This design comes from an exercise in tuning for small area on the open sky130 flow, not from production work.
Function was checked by simulation only, so behaviour that the tests miss may differ from the original.
No activity file was given, so power comes from the tool's default toggle rates.

==> design/flow/design.v <==
module ycpu_core (
    input  wire        clk,
    input  wire        rst,           
    output reg         bus_req,
    output reg         bus_we,
    output reg  [1:0]  bus_sel,       
    output reg  [14:0] bus_addr,
    output reg  [7:0]  bus_wdata,
    input  wire        bus_ack,
    input  wire        bus_err,
    input  wire [7:0]  bus_rdata,
    output wire        halted,
    output wire        fault,
    output wire [7:0]  pc_out
);
    localparam [3:0] S_FETCH0 = 4'd0,
                     S_FETCH1 = 4'd1,
                     S_FETCH2 = 4'd2,
                     S_LOAD1  = 4'd3,
                     S_LOAD2  = 4'd4,
                     S_EXEC   = 4'd5,
                     S_STORE  = 4'd6,
                     S_NEXT   = 4'd7,
                     S_HALT   = 4'd8,
                     S_FAULT  = 4'd9;
    localparam [3:0] OP_NOP = 4'd0,  OP_AND = 4'd1,  OP_OR  = 4'd2,  OP_NOT = 4'd3,
                     OP_ADD = 4'd4,  OP_SUB = 4'd5,  OP_MUL = 4'd6,  OP_DIV = 4'd7,
                     OP_SHL = 4'd8,  OP_SHR = 4'd9,  OP_ROL = 4'd10, OP_ROR = 4'd11,
                     OP_CPY = 4'd12, OP_CEQ = 4'd13, OP_CGT = 4'd14, OP_CLT = 4'd15;
    localparam [2:0] T_REG0 = 3'd0, T_IMEM = 3'd1, T_DMEM = 3'd2,
                     T_IBANK = 3'd3, T_DBANK = 3'd4, T_DEV = 3'd5;
    localparam [1:0] SEL_IMEM = 2'd0, SEL_DMEM = 2'd1, SEL_DEV = 2'd2;
    reg [3:0] state;
    reg [7:0] pc;         
    reg [7:0] ibank;
    reg [7:0] dbank;
    reg [7:0] ir0;        
    reg [7:0] a1, a2;     
    reg [7:0] b1, b2;     
    reg [7:0] res;        
    reg       err;
    reg       skip;
    wire [3:0] op    = ir0[3:0];
    wire       h     = ir0[7];
    wire       s1    = ir0[5];
    wire       s2    = ir0[4];
    wire uses_op2_load = (op == OP_AND) || (op == OP_OR)  || (op == OP_ADD) ||
                         (op == OP_SUB) || (op == OP_MUL) || (op == OP_DIV) ||
                         (op == OP_CEQ) || (op == OP_CGT) || (op == OP_CLT);
    function [2:0] route;
        input [7:0] a;
        begin
            if (a == 8'd0)        route = T_REG0;
            else if (a < 8'd128)  route = T_IMEM;
            else if (a < 8'd192)  route = T_DMEM;
            else if (a == 8'd192) route = T_IBANK;
            else if (a == 8'd193) route = T_DBANK;
            else                  route = T_DEV;
        end
    endfunction
    reg  [7:0] acc_addr;
    always @(*) begin
        case (state)
            S_LOAD1: acc_addr = a1;
            S_LOAD2: acc_addr = a2;
            S_STORE: acc_addr = (op == OP_CPY) ? a2 : a1;
            default: acc_addr = a1;
        endcase
    end
    wire [2:0] acc_tgt    = route(acc_addr);
    wire       acc_on_bus = (acc_tgt == T_IMEM) || (acc_tgt == T_DMEM) || (acc_tgt == T_DEV);
    wire [5:0] acc_slot   = acc_addr - 8'd194;
    reg  [7:0] int_rdata;
    always @(*) begin
        case (acc_tgt)
            T_REG0:  int_rdata = pc;
            T_IBANK: int_rdata = ibank;
            T_DBANK: int_rdata = dbank;
            default: int_rdata = 8'h00;
        endcase
    end
    wire       bus_fail   = (acc_tgt == T_DEV) && bus_err;
    wire [7:0] load_value = acc_on_bus ? (bus_fail ? 8'h00 : bus_rdata) : int_rdata;
    wire [7:0] fetch_addr = (state == S_FETCH0) ? pc :
                            (state == S_FETCH1) ? pc + 8'd1 : pc + 8'd2;
    always @(*) begin
        bus_req   = 1'b0;
        bus_we    = 1'b0;
        bus_sel   = SEL_IMEM;
        bus_addr  = 15'd0;
        bus_wdata = res;
        case (state)
            S_FETCH0, S_FETCH1, S_FETCH2: begin
                bus_req  = (state != S_FETCH0) || (pc < 8'd126);
                bus_sel  = SEL_IMEM;
                bus_addr = {ibank, fetch_addr[6:0]};
            end
            S_LOAD1, S_LOAD2, S_STORE: begin
                bus_req = acc_on_bus;
                bus_we  = (state == S_STORE);
                case (acc_tgt)
                    T_IMEM: begin
                        bus_sel  = SEL_IMEM;
                        bus_addr = {ibank, acc_addr[6:0]};
                    end
                    T_DMEM: begin
                        bus_sel  = SEL_DMEM;
                        bus_addr = {dbank, 1'b0, acc_addr[5:0]};
                    end
                    default: begin
                        bus_sel  = SEL_DEV;
                        bus_addr = {9'd0, acc_slot};
                    end
                endcase
            end
            default: ;
        endcase
    end
    wire signed [8:0] v1 = {s1 & b1[7], b1};
    wire signed [8:0] v2 = {s2 & b2[7], b2};
    wire signed [8:0] quot = v1 / v2;
    wire [15:0] prod = b1 * b2;
    reg [7:0] alu_res;
    reg       alu_store;
    reg       alu_err;
    reg       alu_skip;
    always @(*) begin
        alu_res   = 8'h00;
        alu_store = 1'b1;
        alu_err   = 1'b0;
        alu_skip  = 1'b0;
        case (op)
            OP_NOP: alu_store = 1'b0;
            OP_AND: alu_res = b1 & b2;
            OP_OR:  alu_res = b1 | b2;
            OP_NOT: alu_res = ~b1;
            OP_ADD: alu_res = b1 + b2;
            OP_SUB: alu_res = b1 - b2;
            OP_MUL: alu_res = prod[7:0];
            OP_DIV: begin
                if (v2 == 9'sd0) begin
                    alu_store = 1'b0;
                    alu_err   = 1'b1;
                end else begin
                    alu_res = quot[7:0];
                end
            end
            OP_SHL: alu_res = {b1[6:0], 1'b0};
            OP_SHR: alu_res = {1'b0, b1[7:1]};
            OP_ROL: alu_res = {b1[6:0], b1[7]};
            OP_ROR: alu_res = {b1[0], b1[7:1]};
            OP_CPY: alu_res = b1;
            OP_CEQ: begin alu_store = 1'b0; alu_skip = !(v1 == v2); end
            OP_CGT: begin alu_store = 1'b0; alu_skip = !(v1 >  v2); end
            OP_CLT: begin alu_store = 1'b0; alu_skip = !(v1 <  v2); end
            default: alu_store = 1'b0;
        endcase
    end
    wire acc_done = !acc_on_bus || bus_ack;
    always @(posedge clk) begin
        if (rst) begin
            state <= S_FETCH0;
            pc    <= 8'h00;
            ibank <= 8'h00;
            dbank <= 8'h00;
            err   <= 1'b0;
            skip  <= 1'b0;
        end else begin
            case (state)
                S_FETCH0: begin
                    if (pc >= 8'd126) begin
                        state <= S_FAULT;
                    end else if (bus_ack) begin
                        ir0   <= bus_rdata;
                        state <= S_FETCH1;
                    end
                end
                S_FETCH1: begin
                    if (bus_ack) begin
                        a1    <= bus_rdata;
                        state <= S_FETCH2;
                    end
                end
                S_FETCH2: begin
                    if (bus_ack) begin
                        a2    <= bus_rdata;
                        err   <= 1'b0;
                        skip  <= 1'b0;
                        state <= (op == OP_NOP) ? S_NEXT : S_LOAD1;
                    end
                end
                S_LOAD1: begin
                    if (acc_done) begin
                        b1    <= load_value;
                        err   <= err | bus_fail;
                        state <= uses_op2_load ? S_LOAD2 : S_EXEC;
                    end
                end
                S_LOAD2: begin
                    if (acc_done) begin
                        b2    <= load_value;
                        err   <= err | bus_fail;
                        state <= S_EXEC;
                    end
                end
                S_EXEC: begin
                    res      <= alu_res;
                    err      <= err | alu_err;
                    skip     <= alu_skip;
                    state    <= alu_store ? S_STORE : S_NEXT;
                end
                S_STORE: begin
                    if (acc_done) begin
                        err <= err | bus_fail;
                        case (acc_tgt)
                            T_REG0:  pc    <= res;
                            T_IBANK: ibank <= res;
                            T_DBANK: dbank <= res;
                            default: ;
                        endcase
                        state <= S_NEXT;
                    end
                end
                S_NEXT: begin
                    if (h && err) begin
                        state <= S_HALT;
                    end else begin
                        pc    <= pc + (skip ? 8'd6 : 8'd3);
                        state <= S_FETCH0;
                    end
                end
                S_HALT:  state <= S_HALT;
                S_FAULT: state <= S_FAULT;
                default: state <= S_FETCH0;
            endcase
        end
    end
    assign halted = (state == S_HALT);
    assign fault  = (state == S_FAULT);
    assign pc_out = pc;
endmodule
==> design/flow/run.sh <==
#!/bin/bash
# synth_recipe.tcl (not shown) runs the flow's synth.tcl, then flattens the netlist and writes it again
# the make line also repeats each setting of config.mk as NAME=value (left out here)
make -C /OpenROAD-flow-scripts/flow DESIGN_CONFIG=/design/flow/config.mk WORK_HOME=/design/flow/orfs CLKGATE_MAP_FILE= SYNTH_SCRIPT=/design/flow/synth_recipe.tcl finish
==> design/flow/config.mk <==
export PLATFORM = sky130hd
export DESIGN_NAME = ycpu_core
export DESIGN_NICKNAME = ycpu_core
export VERILOG_FILES = /design/flow/design.v
export SDC_FILE = /design/flow/constraint.sdc
export NUM_CORES = 4
export LEC_CHECK = 0
export CAP_MARGIN = 20
export CORE_MARGIN = 2
export CORE_UTILIZATION = 40
export SLEW_MARGIN = 20
==> design/flow/constraint.sdc <==
create_clock -name core_clock -period 15.0 [get_ports {clk}]
set_input_delay 3.0000 -clock core_clock [delete_from_list [all_inputs] [get_ports {clk}]]
set_output_delay 3.0000 -clock core_clock [all_outputs]
set_load 0.01 [all_outputs]
==> run summary <==
- Sinks on Clock Net: 77
- ANT cells: 0
- Vias: 8,250
- Die span in x: about 150 um
- Root Driver: clkbuf_16
- Synthesized instance count: roughly 1.1k
- Overall Power: just over 600 uW
- PwrDens: approximately 60 nW/um2
- Worst VDD drop: 55.5 uV
- Maximum net fanout on the critical path: 13
- Leak: 0.00409 uW
- Die area: 23,500 um2
- Largest net degree at the start of global routing: 35
- Initial antenna violation count: 0
- WP data arrival: 14.36 ns
- Mapped Nets: 1,195
- Clock latency (worst-skew pair): 0.34 ns
- Highest Clock Rate: 70.5 MHz
- Hold slack final: 0.528 ns
- Synth Area in Compound Gates: ~22%
- CP Launch Type: flop
- Register-to-Register Path Depth: a little under 60
- Fill count: 2,139
- GRT overflow: 0
- Synthesized area: 8910 um2
- Post-synth top area cell: edfxtp_1
- Most common cell after layout, fill and taps aside: nor2_1
- DRT Pass-1 Iters: 5
- Ys flop type: edfxtp_1
- Top cells by area, synth: edfxtp_1, ha_1, dfxtp_1
- First-pass GRT wire length: 43,600 um
- Routability Congestion: just over 0.9
- Overall routed net length: 27,700 um
- Port Buffers: 48
- Total track usage: 23.2%
- Post-Synth XOR/XNOR Area: 6.49%
- # setup viols final: 0
- Core area: 21,800 um2
- Final hold violations: 0
- Core Rows: 54
- Net count, final: ~1.2k
- Setup Skew: 0.0155 ns
- Combinational family with the most area after synthesis: compound AO/OA/AOI/OAI gates
- Netlist cell types: slightly below 100
- H-tree levels: 3
- Max-slew violations: 0
- Crit Path Category: reg2reg
- Clock slew at reported path FFs: around 0.060 ns
- Reg2reg end: res[6]
- Asr flop ratio synth: 0%
- Commonest cells after routing, fill and taps aside: nor2_1, ha_1, nand2_1, inv_1, a21oi_1
- TritonCTS clock tree: yes
- Io pins: 49
- Die Ht: 153 um
- Status: no timing/DRC/antenna violations
- Internal reg-to-reg setup slack: 0.82 ns
- Fraction of layout cells with a size suffix above 1: 9.15%
- Detail Route Antenna Nets: 0
- Peak per-stage delay on the critical path: 0.54 ns
- Post-Synth Adder-Cell Area: 17.2%
- Measured slew at the worst slew-check pin: 1.07 ns
- CP endpoint: res[6]
- Synth Warn #: 1
- CTS Buf Count: 9
- CTS Buffer Depth: 2
- Seq/Total Area, Yosys: 22.6%
- CP startpoint: b2[1]
- DRC violations left: 0
- Rel. slew slack: 28.3%
- Via/cell ratio: 5.91
- Post-synth EDFFs: 47
- Detailed placer's ending HPWL: 21,200 um
- Avg Inst Size Synth: 8.34 um2
- Routed len/inst: 19.9 um
- Cts hold-fix bufs: 0
- Fin crit share: a little over nine tenths
- Min cycle time layout: 14.18 ns
- Top cell type's share of synthesized area: 15.8%
- Yosys reg bits: 77
- Kind of end point of the critical path: flop
- Worst Path Required: ~15 ns
- RR Startpoint: b2[1]
- Iter 0 DRT Violations: 749
- Area grow syn2layout: 13.3%
- Simple-gate share of the synthesized area: 20.0%
- Mux cell area share after synthesis: between 6 and 7%
- Min-Delay Path Class: reg2reg
- Starting Density: 40.8%
- Max cap viols: 0
- Most frequent CP cell: ha_1
- Vias in the first global route: 7,937
- Crit-path slowest cell: or4_1
## layer usage
metal	up-vias	GRT usage [%]	routed length, um
li1	3973	-	-
met1	3893	32.2	12500
met2	315	36.6	12300
met3	69	2.67	1710
met4	0	9.70	1140
met5	-	0	0
## power by group
| group | switching (uW) | internal [uW] |
|---|---|---|
| Sequential | 7.55 | 228 |
| Clock | 90.8 | 138 |
| Combinational | 80.4 | 60.0 |
## worst min-delay path by stage
stage | start | end | cells past startpoint
global placement | dbank[7] | dbank[7] | 2
CTS | ibank[2] | ibank[2] | 2
finish | ibank[2] | ibank[2] | 2
detailed placement | ibank[2] | ibank[2] | 2
floorplan | skip | skip | 2
global route | ibank[1] | ibank[1] | 2
## stage by stage
step	utilization, %	instance area (um2)	setup slack (ns)	setup TNS [ns]	cells
floorplan	-	8910	1.23	0	1068
global placement	44.4	9680	0.881	0	1371
CTS	45.8	10000	0.453	0	1387
detailed placement	44.4	9680	0.474	0	1371
finish	46.3	10100	0.824	0	1395
global route	46.3	10100	-0.0677	-0.0677	1395
## worst max-delay path: cells and delay by family (launching register included)
| kind | cells | cell delay [ns] |
|---|---|---|
| and+or+nand+nor | 17 | 4.42 |
| xor gates and xnor gates | 1 | 0.18 |
| adders and majority gates | 10 | 2.75 |
| AOI/OAI and AO/OA | 26 | 5.04 |
| DFF | 1 | 0.44 |
| muxes | 2 | 0.73 |
| buffers and inverters | 2 | 0.45 |
## cell families (layout without fill, tap and decap cells)
group / count (synthesis) / in the layout
simple gates: 370 / 370
compound gates: 266 / 267
buf+inv: 117 / 163
fa+ha+maj: 115 / 115
flops: 77 / 77
xor+xnor: 66 / 66
mux: 55 / 55
other cells: 2 / 2
## repair_timing
action | 4_1_cts | 5_1_grt
gates resized for setup | 0 | 6
setup buffers | 0 | 7
endpoints found under the setup margin | 0 | 8
## sequential cells by signal (all words and copies together), names as in the netlist
| signal | cells |
|---|---|
| a1 | 8 |
| a2 | 8 |
| b1 | 8 |
| b2 | 8 |
| dbank | 8 |
| ibank | 8 |
| pc | 8 |
| res | 8 |
| ir0 | 7 |
| state | 4 |
| err | 1 |
| skip | 1 |
## cells in the mapped netlist (13+ instances only)
master and number:
o21ai_0 38, clkbuf_1 28, nor2b_1 13, ha_1 102, xnor2_1 50, mux2i_1 41, o21a_1 15, xor2_1 16
dfxtp_1 30, nand2_1 87, fa_1 13, nand3_1 14, edfxtp_1 47, nor3_1 32, a21oi_1 64, o22ai_1 13
nor2_1 142, inv_1 65
## layout make-up
class / count / area [um2] / share of cell area (%)
inverters: 69 / 259 / 2.57
clock inverters: 4 / 32.5 / 0.322
clock buffers: 12 / 289 / 2.86
multi-input cells: 875 / 6450 / 63.9
flip-flops and latches: 77 / 2010 / 19.9
repair buffers: 78 / 706 / 6.99
well taps: 280 / 350 / 3.47

## port drivers added, routing unchanged
Ports are ideal in the flow. The routed layout listed here was re-timed in OpenROAD.
Step 1 assumes that a clkbuf_16 drives the clock port and a buf_2 every other input.
Step 2, shift: input delay + t, output delay - t, t = (earliest + latest rising clock arrival at the registers) / 2. This alone moves slack from input paths to output paths.
a / b / c = ideal / step 1 / step 2; a / b = the first two.
t (ns): 0.373
slack for setup (ns): 0.824 / 0.824 / 0.824
worst data-port slew with drivers (ns): 0.03
After both steps this run still meets setup and hold. For this run, drivers alone change the setup slack by 0.000 ns; drivers and shift together by 0.000 ns.
